Background: an optimization exercise with open tools, aiming at small area, a short achievable clock period and few clock cycles per item. Do not read the settings as production practice.
Function was checked by simulation only, so behaviour that the tests miss may differ from the original.
No activity file was given, so power comes from the tool's default toggle rates.

==> run a <==
Design fir_engine, start of the top module:
module fir_engine (
    input  wire        clk,
    input  wire        rst,         
    input  wire        in_valid,
    output reg         in_ready,
    input  wire [1:0]  in_op,       
    input  wire [2:0]  in_addr,     
    input  wire [31:0] in_re,
    input  wire [31:0] in_im,
    output reg         out_valid,
    input  wire        out_ready,
    output reg  [31:0] out_re,
    output reg  [31:0] out_im
);
    localparam OP_SAMPLE = 2'd0, OP_TAP = 2'd1;
    localparam NT = 8;
    localparam NQ = 4;              
    reg [32*NT-1:0] tap_re, tap_im, dl_re, dl_im;
    reg [NT-1:0] dl_ok;             
    reg [2:0]  nm1;                 
    reg        cplx;
    reg [2:0]  cur;                 
    reg        q_valid;
    reg [1:0]  q_op;
    reg [2:0]  q_addr;
    reg [31:0] q_re, q_im;
    reg        nxt;                 
    reg  [2:0] pend;                
    wire [1:0] l_free, l_old, l_idle, l_push;
    wire [31:0] l_re [0:1];
    wire [31:0] l_im [0:1];
    wire free_sel = nxt ? l_free[1] : l_free[0];
    wire old_oth  = nxt ? l_old[0]  : l_old[1];
    wire cons_sample = q_valid && (q_op == OP_SAMPLE) && free_sel && old_oth && (pend != NQ);
    wire cons_tap    = q_valid && (q_op == OP_TAP) && (&l_free);
    wire cons_cfg    = q_valid && q_op[1] && (&l_idle);
    wire cons        = cons_sample || cons_tap || cons_cfg;
    wire [2:0] cur_next = (cur == nm1) ? 3'd0 : cur + 3'd1;
    genvar g;
    generate
        for (g = 0; g < 2; g = g + 1) begin : lane
            fir_lane u_lane (
                .clk(clk), .rst(rst),
                .start(cons_sample && (nxt == g)), .widx0(cur_next),
                .nm1(nm1), .cplx(cplx),
                .tap_re(tap_re), .tap_im(tap_im), .dl_re(dl_re), .dl_im(dl_im), .dl_ok(dl_ok),
                .free(l_free[g]), .oldest_read(l_old[g]), .idle(l_idle[g]),
                .push(l_push[g]), .res_re(l_re[g]), .res_im(l_im[g]));
        end
    endgenerate
    wire        push    = |l_push;
    wire [31:0] push_re = l_push[1] ? l_re[1] : l_re[0];
    wire [31:0] push_im = l_push[1] ? l_im[1] : l_im[0];
  ...
export LEC_CHECK = 0
export CAP_MARGIN = 20
export CORE_MARGIN = 2
export CORE_UTILIZATION = 45
export CTS_BUF_LIST = sky130_fd_sc_hd__clkbuf_8
export PLACE_DENSITY = 0.55
export SLEW_MARGIN = 20
create_clock -name core_clock -period 22.0 [get_ports {clk}]
standard.sh (not shown) runs the stock make flow with config.mk's settings and CLKGATE_MAP_FILE= SYNTH_SCRIPT=/design/flow/synth_recipe.tcl, a recipe that flattens the netlist after the stock synthesis.
==> flow/flow/run.sh <==
#!/bin/bash
# The standard ORFS layout (the standard.sh, standard synthesis unchanged),
# with the timing repair steps aiming for setup slack well beyond the clock
# constraint so the achieved period is pushed down, and clock tree synthesis
# without dummy loads. The SDC is the standard flow's own.
set -euo pipefail
MARGIN=$(cat flow/margin.txt)
CTS="-sink_clustering_enable -repair_clock_nets -dont_use_dummy_load -buf_list sky130_fd_sc_hd__clkbuf_8"
bash standard.sh finish "SETUP_SLACK_MARGIN=$MARGIN" "CTS_ARGS=$CTS" > flow_make.log 2>&1
==> flow/flow/margin.txt <==
15.5
==> run b (differences from run a) <==
==> flow/flow/run.sh (replaced) <==
#!/bin/bash
# The standard ORFS layout (the standard.sh, standard synthesis unchanged),
# with the timing repair steps aiming for setup slack well beyond the clock
# constraint so the achieved period is pushed down. The SDC is the standard flow's own.
set -euo pipefail
MARGIN=$(cat flow/margin.txt)
bash standard.sh finish SETUP_SLACK_MARGIN=$MARGIN > flow_make.log 2>&1
==> flow/flow/margin.txt (replaced) <==
15
==> comparison table <==
| quantity | run a | run b |
|---|---|---|
| Flip-flop and latch share of the layout cell area | 37.7% | 37.4% |
| Worst Setup Path Type | reg -> out | reg -> reg |
| Area of the multi-input gates | 0.0839 mm^2 | 0.0830 mm^2 |
| Part of the total power dissipated in sequential elements | 36.1% | 34.9% |
| Max-slew headroom at the worst pin | 17.1% | 17.8% |
| Number of diodes | 20 | 16 |
| Number of buffers outside the clock class in the layout | 544 | 474 |
| Power consumed by the clock network | 3.24 mW | 4.13 mW |
| Logic depth of the worst setup path including buffers | 1 | 18 |
| DP HPWL | 350,000 um | 357,000 um |
| Start of the worst register-to-register path | lane[1].u_lane.mb[15] | lane[1].u_lane.u_add.ep1[3] |
| Sequential cell area in the final layout | 0.0621 mm^2 | 0.0621 mm^2 |
| Clock buffer count from CTS | 406 | 399 |
| Detailed route wirelength on metal2 | 236,000 um | 238,000 um |
| Run status | finished clean | finished clean |
| Area Overhead vs Synth | 9.44% | 10.2% |
| Total power divided by cell area | 98.4 mW/mm^2 | 101 mW/mm^2 |
| Reg-to-reg endpoint | lane[1].u_lane.u_mul.pc[32] | lane[1].u_lane.aa[24] |
| Clk pwr share | 20.0% | 24.5% |
| Final setup slack of the worst path | 15.62 ns | 15.17 ns |
| Data arrival time at the worst-slack endpoint | 1.98 ns | 7.71 ns |
| First-pass GRT wire length | 752,000 um | 755,000 um |
Testbench counts of run a, summed over its fixed seeds: cycles 14,532, items 1,536.
Testbench counts of run b, summed over its fixed seeds: cycles 14,532, items 1,536.

==> v1 <==
Starting RTL as in the previous note.
Settings: LEC_CHECK=0, CAP_MARGIN=20, CORE_MARGIN=2, CORE_UTILIZATION=55, CTS_BUF_LIST=sky130_fd_sc_hd__clkbuf_8, PLACE_DENSITY=0.65, SLEW_MARGIN=20; clock period 22.0 ns.
==> flow/flow/run.sh <==
#!/bin/bash
# The standard ORFS layout (the standard.sh, standard synthesis unchanged),
# with the timing repair steps aiming for setup slack well beyond the clock
# constraint so the achieved period is pushed down, and clock tree synthesis
# without dummy loads. The SDC is the standard flow's own.
set -euo pipefail
MARGIN=$(cat flow/margin.txt)
CTS="-sink_clustering_enable -repair_clock_nets -dont_use_dummy_load -buf_list sky130_fd_sc_hd__clkbuf_8"
bash standard.sh finish "SETUP_SLACK_MARGIN=$MARGIN" "CTS_ARGS=$CTS" > flow_make.log 2>&1
==> flow/flow/margin.txt <==
15.5
==> inputs of v22, as changes to v1 <==
==> flow/flow/margin.txt (replaced) <==
16
CORE_UTILIZATION = 45   (was 55)
PLACE_DENSITY = 0.55   (was 0.65)
==> notes <==
v22 finished with timing, DRC and antenna clean. v1 completed with no timing, DRC or antenna violations.
Of v22 and v1, v22 has the higher die area (gap about 22%, measured against v1).
Via count: v1 is higher than v22 (0.24%).
Of v22 and v1, v22 has the higher final cell count (gap about 6.4%, measured against v1).
Synthesized area is the same in v1 and v22.
Against v1, the global-route usage of v22 is lower by 5.3 points.
Synthesized cell count is the same in v22 and v1.
Total power: v1 is lower than v22 (about 6%).
Combinational power: v22 is higher than v1 (14%).
Against v22, the routed wire length of v1 is smaller by about 4%.
In v1 the non-clock buffer count is lower than in v22, by 243.
==> figures <==
Status: v1 timing/DRC/antenna clean; v22 timing/DRC/antenna clean
Setup crit end: v1 lane[0].u_lane.aa[26]; v22 in_ready
Reg2Reg Capture Point: v1 lane[0].u_lane.aa[26]; v22 lane[0].u_lane.u_add.s1[26]
Via count of the first global-routing pass: v1 113847; v22 114438
Seq group: v1 5.88 mW; v22 5.90 mW
CP max stage cell: v1 sky130_fd_sc_hd__or4_4; v22 sky130_fd_sc_hd__dfxtp_4
Vias per inst: v1 6.75; v22 6.33
Portion of total power attributed to the clock network: v1 19.4%; v22 18.6%
Switching power: v1 6.76 mW; v22 7.19 mW
Total power after layout: v1 16.1 mW; v22 17.2 mW
Layout cells sized above 1: v1 17.3%; v22 21.6%
Multi-input gate count: v1 9181; v22 9191
Die Wd: v1 527 um; v22 583 um
Worst Path Class, Setup: v1 flip-flop to flip-flop; v22 flip-flop to output pin
Worst Reg-to-Reg Cells: v1 21; v22 28
Transition time at the pin with the least slew margin: v1 1.24 ns; v22 1.25 ns
Launching point of the worst reg2reg path: v1 lane[0].u_lane.u_add.ep1[2]; v22 lane[0].u_lane.aa[30]
Instance count on the critical path: v1 21; v22 1
Site Rows: v1 192; v22 212
Final standard cell utilization of the core: v1 59.8%; v22 50.6%
Nets@finish: v1 14306; v22 14569
Largest vdd supply drop: v1 79.3 uV; v22 103 uV
Testbench counts of v1, summed over its fixed seeds: cycles 14,532, items 1,536.
Testbench counts of v22, summed over its fixed seeds: cycles 14,532, items 1,536.

separate check: timing with driven ports:
How much do the figures lean on ideal ports? The routed layouts below were timed once more, with nothing changed but the port constraints. Step 1, drivers: a clkbuf_16 drives clk and a buf_2 each remaining input, both assumed. Step 2 adds t to the input delays and takes it off the output delays; t is the mean of the earliest and latest rising clock arrival at the registers after step 1. Input paths then give back, and output paths get back, about the clock's delay inside the block. Three values: ideal ports, drivers, drivers and shift; two values: the first two.
run | shift t [ns] | setup slack, ns | hold slack, ns | worst slew at a driven data input, ns
run a | 1.114 | 15.621 / 15.526 / 15.039 | 0.279 / 0.279 / 0.279 | 0.23
run b | 1.163 | 15.170 / 15.170 / 14.137 | 0.290 / 0.290 / 0.290 | 0.21
v1 | 1.075 | 15.621 / 15.543 / 14.710 | 0.269 / 0.269 / 0.269 | 0.21
v22 | 1.135 | 15.911 / 15.810 / 14.950 | 0.246 / 0.246 / 0.246 | 0.18
After both steps every run listed still meets setup and hold. For run b, which loses most, drivers alone change the setup slack by 0.000 ns; drivers and shift together by -1.033 ns.
